From an optimization exercise on the open Yosys and OpenROAD flow, aimed at a short achievable clock period and few clock cycles per item; shortcuts taken in it are not production practice.
Only simulation tests tie the RTL to the original design; equivalence was not proved.
Power is estimated from default activity; no workload was simulated.

==> flow/design.v, too long to show whole: its modules and the start of the top module <==
// module snappy_deframer: 693 lines
module snappy_deframer (
    input  wire        clk,
    input  wire        rst,             
    input  wire        cfg_crc_check,   
    input  wire        in_valid,
    output wire        in_ready,
    input  wire [31:0] in_data,         
    input  wire [2:0]  in_cnt,          
    input  wire        in_last,         
    output reg         out_valid,
    input  wire        out_ready,
    output reg  [31:0] out_data,
    output reg  [2:0]  out_cnt,
    output reg         out_last,        
    output reg         out_cmp,         
    output reg  [31:0] out_stored,      
    output reg  [31:0] out_crc,         
    output reg         done,
    output reg         err,
    output reg  [3:0]  err_code,
    output reg  [31:0] err_pos,
    output reg  [8:0]  err_info
);
  // ...
==> flow/flow/run.sh <==
#!/bin/bash
# Standard ORFS layout, with timing repair asked to leave a setup margin so
# that the optimiser works towards a shorter period than the 15 ns clock
# (the SDC and clock are unchanged).
set -euo pipefail
export SETUP_SLACK_MARGIN=10.8
bash standard.sh > standard.log 2>&1
==> flow/standard.sh <==
#!/bin/bash
# synth_recipe.tcl (not shown) runs the flow's synth.tcl, then flattens the netlist and writes it again
# the make line also repeats each setting of config.mk as NAME=value (left out here)
make -C /OpenROAD-flow-scripts/flow DESIGN_CONFIG=/design/flow/config.mk WORK_HOME=/design/flow/orfs CLKGATE_MAP_FILE= SYNTH_SCRIPT=/design/flow/synth_recipe.tcl "${@:-finish}"
==> flow/config.mk <==
export PLATFORM = sky130hd
export DESIGN_NAME = snappy_deframer
export DESIGN_NICKNAME = snappy_deframer
export VERILOG_FILES = /design/flow/design.v
export SDC_FILE = /design/flow/constraint.sdc
export NUM_CORES = 4
export LEC_CHECK = 0
export CAP_MARGIN = 20
export CORE_MARGIN = 2
export CORE_UTILIZATION = 40
export SLEW_MARGIN = 20
==> flow/constraint.sdc <==
create_clock -name core_clock -period 15.0 [get_ports {clk}]
set_input_delay 3.0000 -clock core_clock [delete_from_list [all_inputs] [get_ports {clk}]]
set_output_delay 3.0000 -clock core_clock [all_outputs]
set_load 0.01 [all_outputs]
==> out/results.tsv, run 1 <==
metric	value	unit
r2r-end	pD[14]	
rr_startpoint	pD[1]	
synthSimpleGateAreaFrac	0.0429	
cp-end-kind	output pin	
cts-root-buf	clkbuf_16	
outcome	complete, no violations	
synth_edf_count	1982	
die_y	560	µm
syn_avg_cell_area	16.1	µm²
tightest_slew	1.27	ns
cts_sinks	3174	
io_pins	191	
multi_input_area_share	0.275	
signal_buffers	356	
setup_viol	0	
multi_input_gates	4018	
synth_top_family_by_area	multiplexers	
synth_seq_cells	3174	
drc	0	
p_int	17.2	mW
dominant_cells	flip-flops and latches	
grtUsageTotal	0.209	
post-route-period-util	0.306	
areaGrowthSynthToFinish	14.4	%
synthMuxAreaShare	0.125	
Testbench counts, summed over its fixed seeds: cycles 70,724, bytes 280,481.
==> inputs of run 2 (changes only) <==
--- a/flow/design.v
+++ b/flow/design.v
@@ -358,16 +358,22 @@
     reg        q_v;
     reg [31:0] q_data, q_pw, q_pw2, q_hdr;
     reg signed [17:0] q_D, q_Dn;
     reg [3:0]  q_P;
     reg [7:0]  q_kind;
     reg        q_first;
     reg [2:0]  q_cnt;
     reg        q_last;
+    reg        q_cont, q_dge5, q_fev, q_hcomp;
+    reg        q_isdat, q_iscmp, q_isunc, q_issid;
+    reg [2:0]  q_ba, q_bb;
+    wire       p_dge5 = p_cont && (pD > 18'sd4);
+    wire [2:0] p_dcap = p_dge5 ? 3'd4 : pD[2:0];
+    wire [1:0] p_hend = pD[1:0] + 2'd3;
     always @(posedge clk) begin
         if (rst) begin
             pD     <= 18'sd0;
             pP     <= 4'd0;
             pkind  <= 8'd0;
             pfirst <= 1'b1;
             q_v    <= 1'b0;
         end else begin
@@ -387,32 +393,40 @@
         q_hdr   <= p_hdr;
         q_D     <= pD;
         q_Dn    <= p_Dn;
         q_P     <= pP;
         q_kind  <= pkind;
         q_first <= pfirst;
         q_cnt   <= r_cnt;
         q_last  <= r_last;
+        q_cont  <= p_cont;
+        q_dge5  <= p_dge5;
+        q_fev   <= p_cont && !p_dge5 && (pD[2:0] <= r_cnt);
+        q_hcomp <= !p_cont && ({1'b0, p_hend} < r_cnt);
+        q_isdat <= (pkind[7:1] == 7'd0);
+        q_iscmp <= (pkind == 8'h00);
+        q_isunc <= (pkind == 8'h01);
+        q_issid <= (pkind == 8'hff);
+        q_ba    <= (pP >= 4'd4) ? 3'd0 : (3'd4 - pP[2:0]);
+        q_bb    <= (p_dcap > r_cnt) ? r_cnt : p_dcap;
     end
     reg [31:0] wpos;          
     reg [31:0] fpos;          
     reg [31:0] stq;           
-    wire       cont  = !q_D[17] && (q_D != 18'sd0);
-    wire       dge5  = cont && (q_D > 18'sd4);
+    wire       cont  = q_cont;
+    wire       dge5  = q_dge5;
     wire [2:0] dlo   = q_D[2:0];
-    wire       isdat = (q_kind[7:1] == 7'd0);
-    wire       iscmp = (q_kind == 8'h00);
-    wire       isunc = (q_kind == 8'h01);
-    wire       issid = (q_kind == 8'hff);
-    wire [2:0] ba    = (q_P >= 4'd4) ? 3'd0 : (3'd4 - q_P[2:0]);
-    wire [2:0] dcap  = dge5 ? 3'd4 : dlo;
-    wire [2:0] bb    = (dcap > q_cnt) ? q_cnt : dcap;
-    wire       fe    = cont && !dge5;                   
-    wire       fev   = fe && (dlo <= q_cnt);            
+    wire       isdat = q_isdat;
+    wire       iscmp = q_iscmp;
+    wire       isunc = q_isunc;
+    wire       issid = q_issid;
+    wire [2:0] ba    = q_ba;
+    wire [2:0] bb    = q_bb;
+    wire       fev   = q_fev;                           
     wire       bany  = (bb > ba);
     wire [2:0] nb    = (cont && isdat && bany) ? (bb - ba) : 3'd0;
     wire       beat  = cont && isdat && (bany || fev);
     wire       cstart = cont && isdat && (q_P <= 4'd4);
     wire [31:0] bdata = q_data >> {ba, 3'b000};
     wire [3:0]  bmask;
     genvar gi;
     generate
@@ -426,18 +440,17 @@
     wire [1:0]  ctail   = (fev && !cstart) ? (3'd4 - dlo) : 2'd0;
     wire        csum_done = cont && isdat && (q_P <= 4'd3) && ({1'b0, 2'd3 - q_P[1:0]} < q_cnt);
     wire [63:0] win8 = {q_data, q_pw};                   
     wire [31:0] st_new = win8 >> {(3'd4 - q_P[2:0]), 3'b000};
     wire [31:0] st_cur = csum_done ? st_new : stq;
     wire [95:0] win12 = {q_data, q_pw, q_pw2};          
     wire [47:0] sid6  = win12 >> {(dlo + 3'd2), 3'b000};
     wire        sid_err = fev && issid && (sid6 != MAGIC);
-    wire [1:0]  hend  = q_D[1:0] + 2'd3;                
-    wire        hcomp = !cont && ({1'b0, hend} < q_cnt);
+    wire        hcomp = q_hcomp;                       
     wire [7:0]  hk    = q_hdr[7:0];
     wire [23:0] hl    = q_hdr[31:8];
     reg         hdr_bad;
     reg  [3:0]  hdr_code;
     reg  [8:0]  hdr_info;
     always @* begin
         hdr_bad  = 1'b1;
         hdr_code = E_MALFORMED;
@@ -630,61 +643,77 @@
         f_chk    <= s_chk;
         f_fpos   <= s_fpos;
         f_eb     <= s_eb;
         f_done   <= s_done;
         f_ecode  <= s_ecode;
         f_einfo  <= s_einfo;
         f_epos   <= s_epos;
     end
-    wire fin  = err | done;
+    reg        st_done, st_err;
+    reg [3:0]  st_code;
+    reg [31:0] st_pos;
+    reg [8:0]  st_info;
+    wire fin  = st_err | st_done;
     wire push = f_v && f_beat && !fin;
     wire [FW-1:0] pdata = {f_data, f_n, f_last, f_cmp, f_stored, f_crc};
     always @(posedge clk) begin
         if (rst) begin
-            done <= 1'b0;
-            err  <= 1'b0;
+            st_done <= 1'b0;
+            st_err  <= 1'b0;
         end else if (f_v && !fin) begin
             if (f_chk && (f_crc != f_stored)) begin
-                err      <= 1'b1;
-                err_code <= E_CHECKSUM;
-                err_info <= 9'h101;
-                err_pos  <= f_fpos;
+                st_err  <= 1'b1;
+                st_code <= E_CHECKSUM;
+                st_info <= 9'h101;
+                st_pos  <= f_fpos;
             end else if (f_eb) begin
-                err      <= 1'b1;
-                err_code <= f_ecode;
-                err_info <= f_einfo;
-                err_pos  <= f_epos;
+                st_err  <= 1'b1;
+                st_code <= f_ecode;
+                st_info <= f_einfo;
+                st_pos  <= f_epos;
             end else if (f_done) begin
-                done <= 1'b1;
+                st_done <= 1'b1;
             end
         end
     end
+    always @(posedge clk) begin
+        if (rst) begin
+            done <= 1'b0;
+            err  <= 1'b0;
+        end else begin
+            done <= st_done;
+            err  <= st_err;
+        end
+        err_code <= st_code;
+        err_pos  <= st_pos;
+        err_info <= st_info;
+    end
     reg [FW-1:0] fmem [0:FD-1];
     reg [FA-1:0] wp, rp;
     wire [FA-1:0] used = wp - rp;
     wire fne  = (wp != rp);
     wire take = !out_valid || out_ready;
     always @(posedge clk) begin
         if (push) fmem[wp] <= pdata;
     end
+    wire [FW-1:0] head_nx = fne ? fmem[rp] : pdata;
+    reg  [FW-1:0] head_n;         
     always @(posedge clk) begin
         if (rst) begin
             wp        <= {FA{1'b0}};
             rp        <= {FA{1'b0}};
             out_valid <= 1'b0;
         end else begin
             if (push) wp <= wp + 1'b1;
-            if (take) begin
-                out_valid <= fne || push;
-                if (fne || push) rp <= rp + 1'b1;
-            end
+            if (take && (fne || push)) rp <= rp + 1'b1;
+            out_valid <= !take || fne || push;
         end
-        if (take)
-            {out_data, out_cnt, out_last, out_cmp, out_stored, out_crc} <= fne ? fmem[rp] : pdata;
+        {out_data, out_cnt, out_last, out_cmp, out_stored, out_crc} <= take ? head_nx : ~head_n;
+        if (take) head_n <= ~head_nx;
     end
     always @(posedge clk) begin
         if (rst) begin
             in_rdy   <= 1'b1;
             last_acc <= 1'b0;
         end else begin
             if (acc && in_last) last_acc <= 1'b1;
             in_rdy <= !fin && !last_acc && !(acc && in_last) && (used <= FTH);
==> flow/flow/run.sh (replaced) <==
#!/bin/bash
# Standard ORFS layout, with timing repair asked to leave a setup margin so
# that the optimiser works towards a shorter period than the 15 ns clock
# (the SDC and clock are unchanged).
set -euo pipefail
export SETUP_SLACK_MARGIN=11.2
bash standard.sh > standard.log 2>&1
==> flow/config.mk (replaced) <==
export PLATFORM = sky130hd
export DESIGN_NAME = snappy_deframer
export DESIGN_NICKNAME = snappy_deframer
export VERILOG_FILES = /design/flow/design.v
export SDC_FILE = /design/flow/constraint.sdc
export NUM_CORES = 4
export LEC_CHECK = 0
export CAP_MARGIN = 20
export CORE_MARGIN = 2
export CORE_UTILIZATION = 55
export PLACE_DENSITY = 0.65
export SLEW_MARGIN = 20
==> run 2 against run 1 <==
  * Total power is 3.4% lower
  * Sequential share of layout area up 0.51 points
  * Sequential power about the same
  * Non-clock buffer count up 50
  * Cell area increased by 3.2%
  * Hold slack better by 0.0042 ns
  * Worst setup slack better by 0.12 ns
  * Largest power group unchanged
  * Clock power rose by 3.5%
  * Clock skew decreased by 0.021 ns
  * First-iteration DRC count fell by 1.3%
==> out/results.tsv, run 2 <==
metric	value	unit	change
synth_seq_cells	3336		was 3174
synth_top_area_cell	edfxtp_1		unchanged
synth_warnings	1		unchanged
antenna_found_initial	13		was 17
critPathBufInv	1		unchanged
synth_cell_types	92		was 105
synthMuxAreaShare	0.129		was 0.125
crit_chain	buf_6		was buf_2
die_y	486	µm	was 560 µm
synthAdderAreaFrac	0.00954		was 0.00944
grtUsageTotal	0.280		was 0.209
syn_nets	8142		was 7844
portBuffers	190		unchanged
hp-class	flop to flop		unchanged
min_period	4.47	ns	was 4.59 ns
synth_area	128000	µm²	was 124000 µm²
outcome	complete, no violations		unchanged
drt-total-wl	334000	µm	was 336000 µm
cp_max_fo	1		unchanged
initialDrtViolationCount	7373		was 7470
cts_sinks	3336		was 3174
hold_buffers	0		unchanged
final_util	0.634		was 0.459
design_area	146000	µm²	was 142000 µm²
grt_first_pass_wirelength	484000	µm	was 485000 µm
yosys-top-cells-area	edfxtp_1, dfxtp_1, mux4_2		unchanged
drc	0		unchanged
syn_avg_cell_area	16.0	µm²	was 16.1 µm²
synth_compound_area_frac	0.0406		was 0.0423
clkTransAtPathRegs	0.06	ns	was 0.07 ns
required	12.00	ns	about the same
routed_via_density	6.00		was 5.48
io_pins	191		unchanged
synthCells	8006		was 7712
detail-route-antenna-nets	0		unchanged
ys_seq_area_frac	0.678		was 0.673
regMostFlops	fmem		unchanged
maxSlewViolCount	0		unchanged
power_frac_seq	0.518		was 0.486
vias	69804		was 67890
rsz0062_at_grt	true		unchanged
mostFrequentLayoutCells	edfxtp_1, dfxtp_1, xnor2_1, mux4_2, clkbuf_16		was edfxtp_1, dfxtp_1, xnor2_1, mux4_2, xor2_1
h-tree-depth	5		unchanged
slowest_stage	dfxtp_4		was edfxtp_1
skew	0.0894	ns	was 0.111 ns
cp-start-kind	flop		unchanged
dieWidth	486	µm	was 560 µm
p_switching	5.80	mW	was 6.57 mW
reg_top3	fmem (1616), head_n (101)		
grt-ovfl-total	0		unchanged
fmax	0.224	GHz	was 0.218 GHz
p_int	17.2	mW	about the same
max-vdd-ir-drop	128	µV	was 160 µV
synth_top_family_by_area	multiplexers		unchanged
routabilityCongestion	0.957		was 0.942
clkLatencyLatePin	0.97	ns	was 0.92 ns
synth_edf_count	1982		unchanged
synthSimpleGateAreaFrac	0.0398		was 0.0429
regArea	86900	µm²	was 83400 µm²
arrival	1.47	ns	was 1.59 ns
clk_path_buf_depth	4		unchanged
ys_async_sr_fraction	0		unchanged
num-nets-final	8480		was 8128
largest_register_ffs	1616		unchanged
layout.cells.most_common	edfxtp_1		unchanged
cts-root-buf	clkbuf_16		unchanged
dp_hpwl	195000	µm	was 203000 µm
power.share.switching	0.252		was 0.276
crit_type	flop to output pin		unchanged
hold_viol	0		unchanged
initial_utilization	0.554		was 0.402
clock_power_share	0.363		was 0.339
critical-path-top-delay-family	flip-flops		unchanged
tns	0	ns	unchanged
cp-end-kind	output pin		unchanged
cpPeakStageDelay	0.40	ns	was 0.51 ns
ys.flop_type	edfxtp_1		unchanged
cap_violations	0		unchanged
yosysMostFrequentCell	edfxtp_1		unchanged
setup_viol	0		unchanged
tightest_slew	1.19	ns	was 1.27 ns
synth.top_cell.area_share	0.466		was 0.481
routedWlPerCell	28.7	µm	was 27.1 µm
cellPowerDensity	157	nW/µm²	was 168 nW/µm²
power_leakage	51.2	nW	was 47.8 nW
drtPass1Iterations	6		was 9
areaGrowthSynthToFinish	14.4	%	about the same
grt_max_degree	143		was 133
coreArea	230000	µm²	was 308000 µm²
fillers	16450		was 26676
rows	176		was 204
synth-xor-area-share	0.0868		was 0.0907
cts_buffers	341		was 319
comb_power_share	0.119		was 0.175
grt_pass1_vias	70232		was 67981
cts_tree	done		unchanged
drive_above_1_share	0.205		was 0.206
multi_input_area	39700	µm²	was 38900 µm²
synthTopCellsByCount	edfxtp_1, dfxtp_1, xnor2_1		unchanged
dieArea	236000	µm²	was 314000 µm²
placed_area	134000	µm²	was 131000 µm²
post-route-period-util	0.298		was 0.306
worst_slew_margin_rel	0.204		was 0.145
==> run 2: cell count changes in the layout (fill, tap and decap cells not counted), sizes merged, moves of 20 or more <==
cell    delta
a22oi     +20
a31oi     -21
mux2i    +209
dfxtp    +162
nor2      +20
clkbuf    +61
mux2      -96
buf       +44
a211oi    +26
a21oi     -26
==> run 2: per-layer routing <==
metal / track usage / vias to the layer above / share of wire
met3: 0.0409 / 658 / 0.069
li1: - / 30571 / -
met4: 0.0939 / 6 / 0.034
met2: 0.459 / 2892 / 0.48
met1: 0.388 / 35677 / 0.41
met5: 0 / - / 0.00011
==> run 2: kinds of logic after synthesis <==
family | after synthesis
muxes | 952
adders and majority gates | 95
buffers and inverters | 545
AOI/OAI and AO/OA | 749
xor gates and xnor gates | 1265
DFF | 3336
and+or+nand+nor | 1064
==> run 2: worst paths after layout <==
path	slack [ns]	cells past startpoint	from	to
min	0.25	0	s_stored[4]	f_stored[4]
min reg2reg	0.25	0	s_stored[4]	f_stored[4]
max	10.53	1	out_crc[3]	out_crc[3]
max reg2reg	11.24	15	pD[1]	pD[17]
==> run 2: timing repair <==
item / 4_1_cts / 5_1_grt
gates cloned: 9 / 6
setup endpoints to repair: 648 / 255
buffers inserted: 36 / 22
pin swaps: 13 / 29
gates resized for setup: 863 / 87
==> run 2: power by group through the flow <==
stage               combinational [mW]  clock, mW  sequential [mW]
floorplan                         1.83          0             11.6
global placement                  2.62          0             12.0
detailed placement                2.66          0             12.1
CTS                               2.70       8.49             11.9
global route                      2.97       8.85             12.0
finish                            2.74       8.35             11.9
==> run 2: layout make-up <==
cell class	count	share of cell area
diodes	2	0.0000342
clock inverters	130	0.00884
repair buffers	406	0.0284
well taps	3026	0.0259
inverters	130	0.00343
clock buffers	478	0.0676
multi-input cells	4128	0.272
flip-flops and latches	3336	0.594
repair inverters	1	0.0000342
==> run 2: through the flow <==
stage / cells / total power [mW] / setup WS, ns / hold WS (ns)
finish: 11637 / 23.0 / 10.53 / 0.254
global route: 11637 / 23.8 / 10.48 / 0.264
CTS: 11606 / 23.1 / 10.46 / 0.246
detailed placement: 10953 / 14.7 / 8.58 / 0.312
global placement: 10951 / 14.7 / 8.59 / 0.309
floorplan: 8006 / 13.4 / 10.28 / 0.310
Testbench counts of run 2, summed over its fixed seeds: cycles 70,740, bytes 280,481.

==> afterwards: timing with drivers on the ports <==
The results above use ideal ports. As a check the final layouts listed here were re-extracted and re-timed, cells and wires unchanged.
Step 1: set_driving_cell puts a clkbuf_16 on clk and a buf_2 on each other input, an assumption about the parent block.
Step 2 adds t to the input delays and takes it off the output delays; t is the mean of the earliest and latest rising clock arrival at the registers after step 1. Input paths then give back, and output paths get back, about the clock's delay inside the block.
a / b / c = no drivers / after step 1 / after step 2; a / b = the first two.
| run | t, ns | setup slack, ns | worst slew at a driven data input, ns | pins driven straight from the clock port |
|---|---|---|---|---|
| run 1 | 0.962 | 10.408 / 10.307 / 9.950 | 0.05 | 1 |
| run 2 | 1.013 | 10.526 / 10.434 / 10.363 | 0.05 | 1 |
After both steps setup and hold are still met in every run listed. The setup slack of run 1, which loses most, moves by -0.101 ns with the drivers and by -0.458 ns with both steps.
